This is an optimization exercise on Yosys and OpenROAD, whose aim is small area, not a production implementation. The RTL was checked by simulation tests, not by an equivalence proof against the original design. Power figures rest on the tool's default switching activity, not on a simulated workload.

==> v5: inputs <==
Design i2cbb, start of the top module:
module i2cbb (
    input  wire        clk,
    input  wire        rst,           
    input  wire        host_req,
    input  wire        host_we,
    input  wire [11:0] host_addr,
    input  wire [31:0] host_wdata,
    output reg         host_resp,
    output reg         host_err,
    output reg  [31:0] host_rdata,
    output reg         scl_o,
    output reg         sda_o,
    input  wire        sda_i
);
clock: 8.0 ns
lec_check: 0
cap_margin: 20
core_margin: 2
core_utilization: 55
slew_margin: 20
standard.sh (not shown) runs the stock make flow with config.mk's settings and CLKGATE_MAP_FILE= SYNTH_SCRIPT=/design/flow/synth_recipe.tcl, a recipe that flattens the netlist after the stock synthesis.
==> flow/flow/run.sh <==
#!/bin/bash
# Own layout flow: the standard synthesis, then the combinational logic
# between the registers is re-mapped by ABC for area (registers, their names
# and cell types are kept), then the standard layout from floorplan on.
set -euo pipefail
W=$(pwd)
F=$W/flow
R=$W/orfs/results/$FLOW_PLATFORM/i2cbb/base
LIB=$FLOW_HOME/platforms/$FLOW_PLATFORM/lib/sky130_fd_sc_hd__tt_025C_1v80.lib

bash standard.sh synth > $W/std_synth.log 2>&1

cp $R/1_2_yosys.v $W/std_synth.v
# sequential cells stay black boxes; everything else is flattened to logic
SEQ=$(awk '/^ *cell *\(/ {gsub(/[()";]/," "); c=$2} /^ *(ff|latch|statetable) *\(/ {print c}' $LIB | sort -u | tr '\n' ' ')
DU=""
for c in $(cat $F/dont_use.txt); do DU="$DU -dont_use $c"; done
# four ABC runs with different random seeds; the smallest result is kept
remap() {
  local S=$1
  sed "s/&deepsyn -T 120/\&deepsyn -T 120 -S $S/" $F/remap.abc > $W/remap_$S.abc
  cat > $W/remap_$S.ys <<EOS
read_liberty -ignore_miss_func $LIB
blackbox $SEQ
read_verilog $W/std_synth.v
hierarchy -top $FLOW_TOP
flatten
delete t:\$scopeinfo
opt -purge
abc -script $W/remap_$S.abc -liberty $LIB $DU
setundef -zero
splitnets
opt_clean -purge
hilomap -singleton -hicell sky130_fd_sc_hd__conb_1 HI -locell sky130_fd_sc_hd__conb_1 LO
insbuf -buf sky130_fd_sc_hd__buf_4 A X
opt_clean -purge
read_liberty -lib $LIB
stat -liberty $LIB
write_verilog -noattr -nohex -nodec $W/remap_$S.v
EOS
  yosys -s $W/remap_$S.ys > $W/remap_$S.log 2>&1 || true
}
for S in 1 2 3 4; do remap $S & done
wait
BEST=""; BA=""
for S in 1 2 3 4; do
  A=$(grep "Chip area" $W/remap_$S.log 2>/dev/null | awk '{print $NF}' || true)
  if [[ -n "$A" && -s $W/remap_$S.v ]]; then
    if [[ -z "$BA" ]] || awk -v a="$A" -v b="$BA" 'BEGIN {exit !(a < b)}'; then BEST=$S; BA=$A; fi
  fi
done
echo "remap seeds: best $BEST area $BA" > $W/remap.log
grep -H "Chip area" $W/remap_*.log >> $W/remap.log || true
if [[ -n "$BEST" ]]; then cp $W/remap_$BEST.v $W/remap.v; else cp $W/std_synth.v $W/remap.v; fi
cp $W/remap.v $R/1_2_yosys.v
rm -f $R/1_synth.odb $R/1_synth.sdc

# clock tree without dummy loads; ports buffered with the smallest buffer
bash standard.sh finish "CTS_ARGS=-sink_clustering_enable -repair_clock_nets -dont_use_dummy_load -buf_list sky130_fd_sc_hd__clkbuf_4 -sink_clustering_size 10 -sink_clustering_max_diameter 40" \
  "BUFFER_PORTS_ARGS=-buffer_cell sky130_fd_sc_hd__buf_1" > $W/std_layout.log 2>&1
==> flow/flow/remap.abc <==
strash
&get -n
&deepsyn -T 120
&put
dch -f
map -a
mfs2 -a
strash
dch -f
map -a
mfs2
strash
dch -f
amap
Other scripts of this flow, unchanged in this note and not shown: flow/flow/dont_use.txt
==> v10: changes against v5 <==
--- a/flow/design.v
+++ b/flow/design.v
@@ -85,26 +85,26 @@
     reg         st_svalid;
     reg  [7:0]  rxdata_q;
     reg         rx_wr;            
     reg  [111:0] samp_q;          
     reg         samp_wr;          
-    reg  [111:0] ring;            
-    reg  [3:0]   rc;              
+    reg  [111:0] ring;
+    reg  [6:0]   rc;              
     reg          sda_smp;         
     wire [31:0] sns_cfg = cfg_wr ? sns_cfg_q : 32'd0;
     reg  [4:0]  op;
     reg  [22:0] cf;               
     reg  [4:0]  ti;               
     reg  [4:0]  k;                
     reg  [3:0]  b;                
     reg  [1:0]  ph;               
     reg  [15:0] tmr;
+    reg         aborting;
     reg         fin;
     reg  [6:0]  nacks;
-    reg         lastack;          
+    reg         lastack;
     wire is_raw   = (op[4:3] == 2'b00);
-    wire aborting = !is_raw && ctrl_abort && !lastack;
     wire is_sread = (op == C_SREAD);
     wire is_dputc = (op == C_DPUTC);
     wire ready    = (tmr == delay_r);
     localparam T_S = 2'd0, T_P = 2'd1, T_W = 2'd2, T_R = 2'd3;
     reg  [1:0] tok;
@@ -205,12 +205,13 @@
     wire smp     = (tok == T_W) ? b8 : ((tok == T_R) && !b8);
     wire b_last  = !tok[1] || b8 || (op == C_WRB && b[2:0] == 3'd7);
     wire ackslot = (tok == T_W) && b8;
     wire nack    = sda_smp;
     wire rsmp    = (tok == T_R) && !b8;       
-    wire align   = fin ? (rc == 4'd0 || !(op == C_RDB || is_sread))
-                       : (ph != 2'd2 || !rsmp || rc == k[3:0]);
+    wire [6:0] j = {k[3:0], b[2:0]};
+    wire align   = fin ? (rc == 7'd0 || !(op == C_RDB || is_sread))
+                       : (ph != 2'd2 || !rsmp || rc == j);
     wire tick    = st_busy && ready && align;
     wire ins     = tick && !fin && ph == 2'd2 && rsmp;
     wire [31:0] w = host_wdata;
     reg         legal;
     always @(*) begin
@@ -255,24 +256,17 @@
             5'h15: host_rdata = samp_wr ? {{16{samp_q[31]}},  samp_q[31:16]}  : 32'd0;
             5'h16: host_rdata = samp_wr ? {{16{samp_q[15]}},  samp_q[15:0]}   : 32'd0;
             default: host_rdata = 32'd0;
         endcase
     end
-    integer i;
-    reg [111:0] burst;
-    always @(*)
-        for (i = 0; i < 112; i = i + 1)
-            burst[i] = ring[14 * (i % 8) + 13 - (111 - i) / 8];
     always @(posedge clk) begin
         host_resp <= host_req && !rst;
         host_err  <= host_req && (!acc_ok || (host_we && (ronly || st_busy)));
         rsel      <= widx[4:0];
         tmr       <= (tick || accept) ? 16'd0 : tmr + {15'd0, !ready};
-        rc        <= (rc == 4'd13) ? 4'd0 : rc + 4'd1;
-        for (i = 0; i < 8; i = i + 1)
-            ring[14*i +: 14] <= {ring[14*i +: 13],
-                                 (ins && b[2:0] == 3'd7 - i) ? sda_i : ring[14*i + 13]};
+        rc        <= (rc == 7'd111) ? 7'd0 : rc + 7'd1;
+        ring      <= {ring[110:0], ins ? sda_i : ring[111]};
         if (rst) begin
             ctrl_abort <= 1'b1;
             delay_r    <= 16'd4;
             sns_addr   <= 7'h68;
             dsp_addr   <= 7'h3C;
@@ -310,11 +304,11 @@
                 cf       <= w[22:0];
                 ti       <= 5'd0;
                 k        <= (w[29:28] == 2'b01 && w[26:24] == 3'd2) ? 5'd27 : 5'd0;
                 b        <= (w[26:24] == 3'd4 && w[29:28] == 2'b00) ? 4'd8 : 4'd0;
                 ph       <= 2'd0;
-                lastack  <= 1'b1;
+                aborting <= 1'b0;
                 fin      <= 1'b0;
                 nacks    <= 7'd0;
             end
             if (tick) begin
                 if (fin) begin
@@ -322,14 +316,14 @@
                     st_nackcnt <= nacks;
                     if (op == C_WACK || !is_raw) st_ack <= lastack;
                     st_err   <= aborting ? 2'd1 : 2'd0;
                     st_phase <= (op == C_START) ? 2'd1 :
                                 (is_raw && op != C_STOP) ? 2'd2 : 2'd0;
-                    if (op == C_RDB) begin rxdata_q <= burst[111:104]; rx_wr <= 1'b1; end
+                    if (op == C_RDB) begin rxdata_q <= ring[111:104]; rx_wr <= 1'b1; end
                     if (is_sread) begin
                         st_svalid <= !aborting;
-                        if (!aborting) begin samp_q <= burst; samp_wr <= 1'b1; end
+                        if (!aborting) begin samp_q <= ring; samp_wr <= 1'b1; end
                     end
                 end else begin
                     ph <= ph + 2'd1;
                     case (ph)
                         2'd0: sda_o <= v;
@@ -346,12 +340,11 @@
                             b <= 4'd0;
                             if (ackslot) begin
                                 lastack <= !nack;
                                 nacks   <= nacks + {6'd0, nack};
                             end
-                            if (ackslot && nack && !is_raw && ctrl_abort)
-                                ;    
+                            if (ackslot && nack && !is_raw && ctrl_abort) aborting <= 1'b1;
                             else if (aborting || is_raw) fin <= 1'b1;
                             else if (tok == T_P) begin
                                 if (is_sread || last_ti) fin <= 1'b1;
                                 else begin ti <= ti + 5'd1; k <= 5'd0; end
                             end else k <= k + 5'd1;
==> flow/flow/run.sh (replaced) <==
#!/bin/bash
# Own layout flow: the standard synthesis, then the combinational logic
# between the registers is re-mapped by ABC for area (registers, their names
# and cell types are kept), then the standard layout from floorplan on.
set -euo pipefail
W=$(pwd)
F=$W/flow
R=$W/orfs/results/$FLOW_PLATFORM/i2cbb/base
LIB=$FLOW_HOME/platforms/$FLOW_PLATFORM/lib/sky130_fd_sc_hd__tt_025C_1v80.lib

bash standard.sh synth > $W/std_synth.log 2>&1

cp $R/1_2_yosys.v $W/std_synth.v
# sequential cells stay black boxes; everything else is flattened to logic
SEQ=$(awk '/^ *cell *\(/ {gsub(/[()";]/," "); c=$2} /^ *(ff|latch|statetable) *\(/ {print c}' $LIB | sort -u | tr '\n' ' ')
DU=""
for c in $(cat $F/dont_use.txt); do DU="$DU -dont_use $c"; done
cat > $W/remap.ys <<EOS
read_liberty -ignore_miss_func $LIB
blackbox $SEQ
read_verilog $W/std_synth.v
hierarchy -top $FLOW_TOP
flatten
delete t:\$scopeinfo
opt -purge
abc -script $F/remap.abc -liberty $LIB $DU
setundef -zero
splitnets
opt_clean -purge
hilomap -singleton -hicell sky130_fd_sc_hd__conb_1 HI -locell sky130_fd_sc_hd__conb_1 LO
insbuf -buf sky130_fd_sc_hd__buf_4 A X
opt_clean -purge
read_liberty -lib $LIB
stat -liberty $LIB
write_verilog -noattr -nohex -nodec $W/remap.v
EOS
yosys -s $W/remap.ys > $W/remap.log 2>&1
cp $W/remap.v $R/1_2_yosys.v
rm -f $R/1_synth.odb $R/1_synth.sdc

bash standard.sh > $W/std_layout.log 2>&1
==> flow/flow/remap.abc (replaced) <==
strash
&get -n
&deepsyn -T 30
&put
dch -f
amap
mfs2
strash
dch -f
amap
--- a/flow/config.mk
+++ b/flow/config.mk
@@ -5,7 +5,7 @@
 export SDC_FILE = /design/flow/constraint.sdc
 export NUM_CORES = 4
 export LEC_CHECK = 0
 export CAP_MARGIN = 20
 export CORE_MARGIN = 2
-export CORE_UTILIZATION = 55
+export CORE_UTILIZATION = 40
 export SLEW_MARGIN = 20
==> summary.txt <==
* Status: timing/DRC/antenna clean
* Inverters, non-clock at 216
* Fraction of layout cells with a size suffix above 1 at 5.84%
* Sequential group share of total power at 50.0%
* Largest fanout on the critical path at 7
* Final sequential cell count at 405
* CTS Root Cell: sky130_fd_sc_hd__clkbuf_16
* Power consumed by sequential cells at 2.20 mW
* Instance area at placement at 17400 µm²
* Register-to-register path setup slack at 1.08 ns
* Vias in the first global route at 12514
-- figures above: v10

==> summary.txt <==
* Power consumed by sequential cells at 2.18 mW
* Vias in the first global route at 11375
* Fraction of layout cells with a size suffix above 1 at 4.88%
* Instance area at placement at 16400 µm²
* Status: timing/DRC/antenna clean
* CTS Root Cell: sky130_fd_sc_hd__clkbuf_4
-- figures above: v5

-- afterwards: timing with drivers on the ports --
Ports are ideal in the flow. The routed layouts listed here were re-timed in OpenROAD. Step 1: set_driving_cell puts a clkbuf_16 on clk and a buf_2 on each other input, an assumption about the parent block. Step 2 moves the port delays by t, midway between the first and last clock arrival at a register: inputs arrive t later, outputs are due t later. That takes back most of the time a late clock gives input paths. Three values: ideal, step 1, step 2; two values: the first two.
run | t (ns) | setup WS [ns] | worst setup path after step 2 | worst register clock-pin slew, ns | cell pins on the clock port's net
v5 | 0.716 | 1.931 / 1.909 / 1.240 | input to register | 0.12 / 0.12 | 1
v10 | 0.611 | 1.082 / 1.082 / 0.551 | input to register | 0.07 / 0.07 | 1
After both steps setup and hold are still met in every run listed. For v5, which loses most, drivers alone change the setup slack by -0.022 ns; drivers and shift together by -0.691 ns.
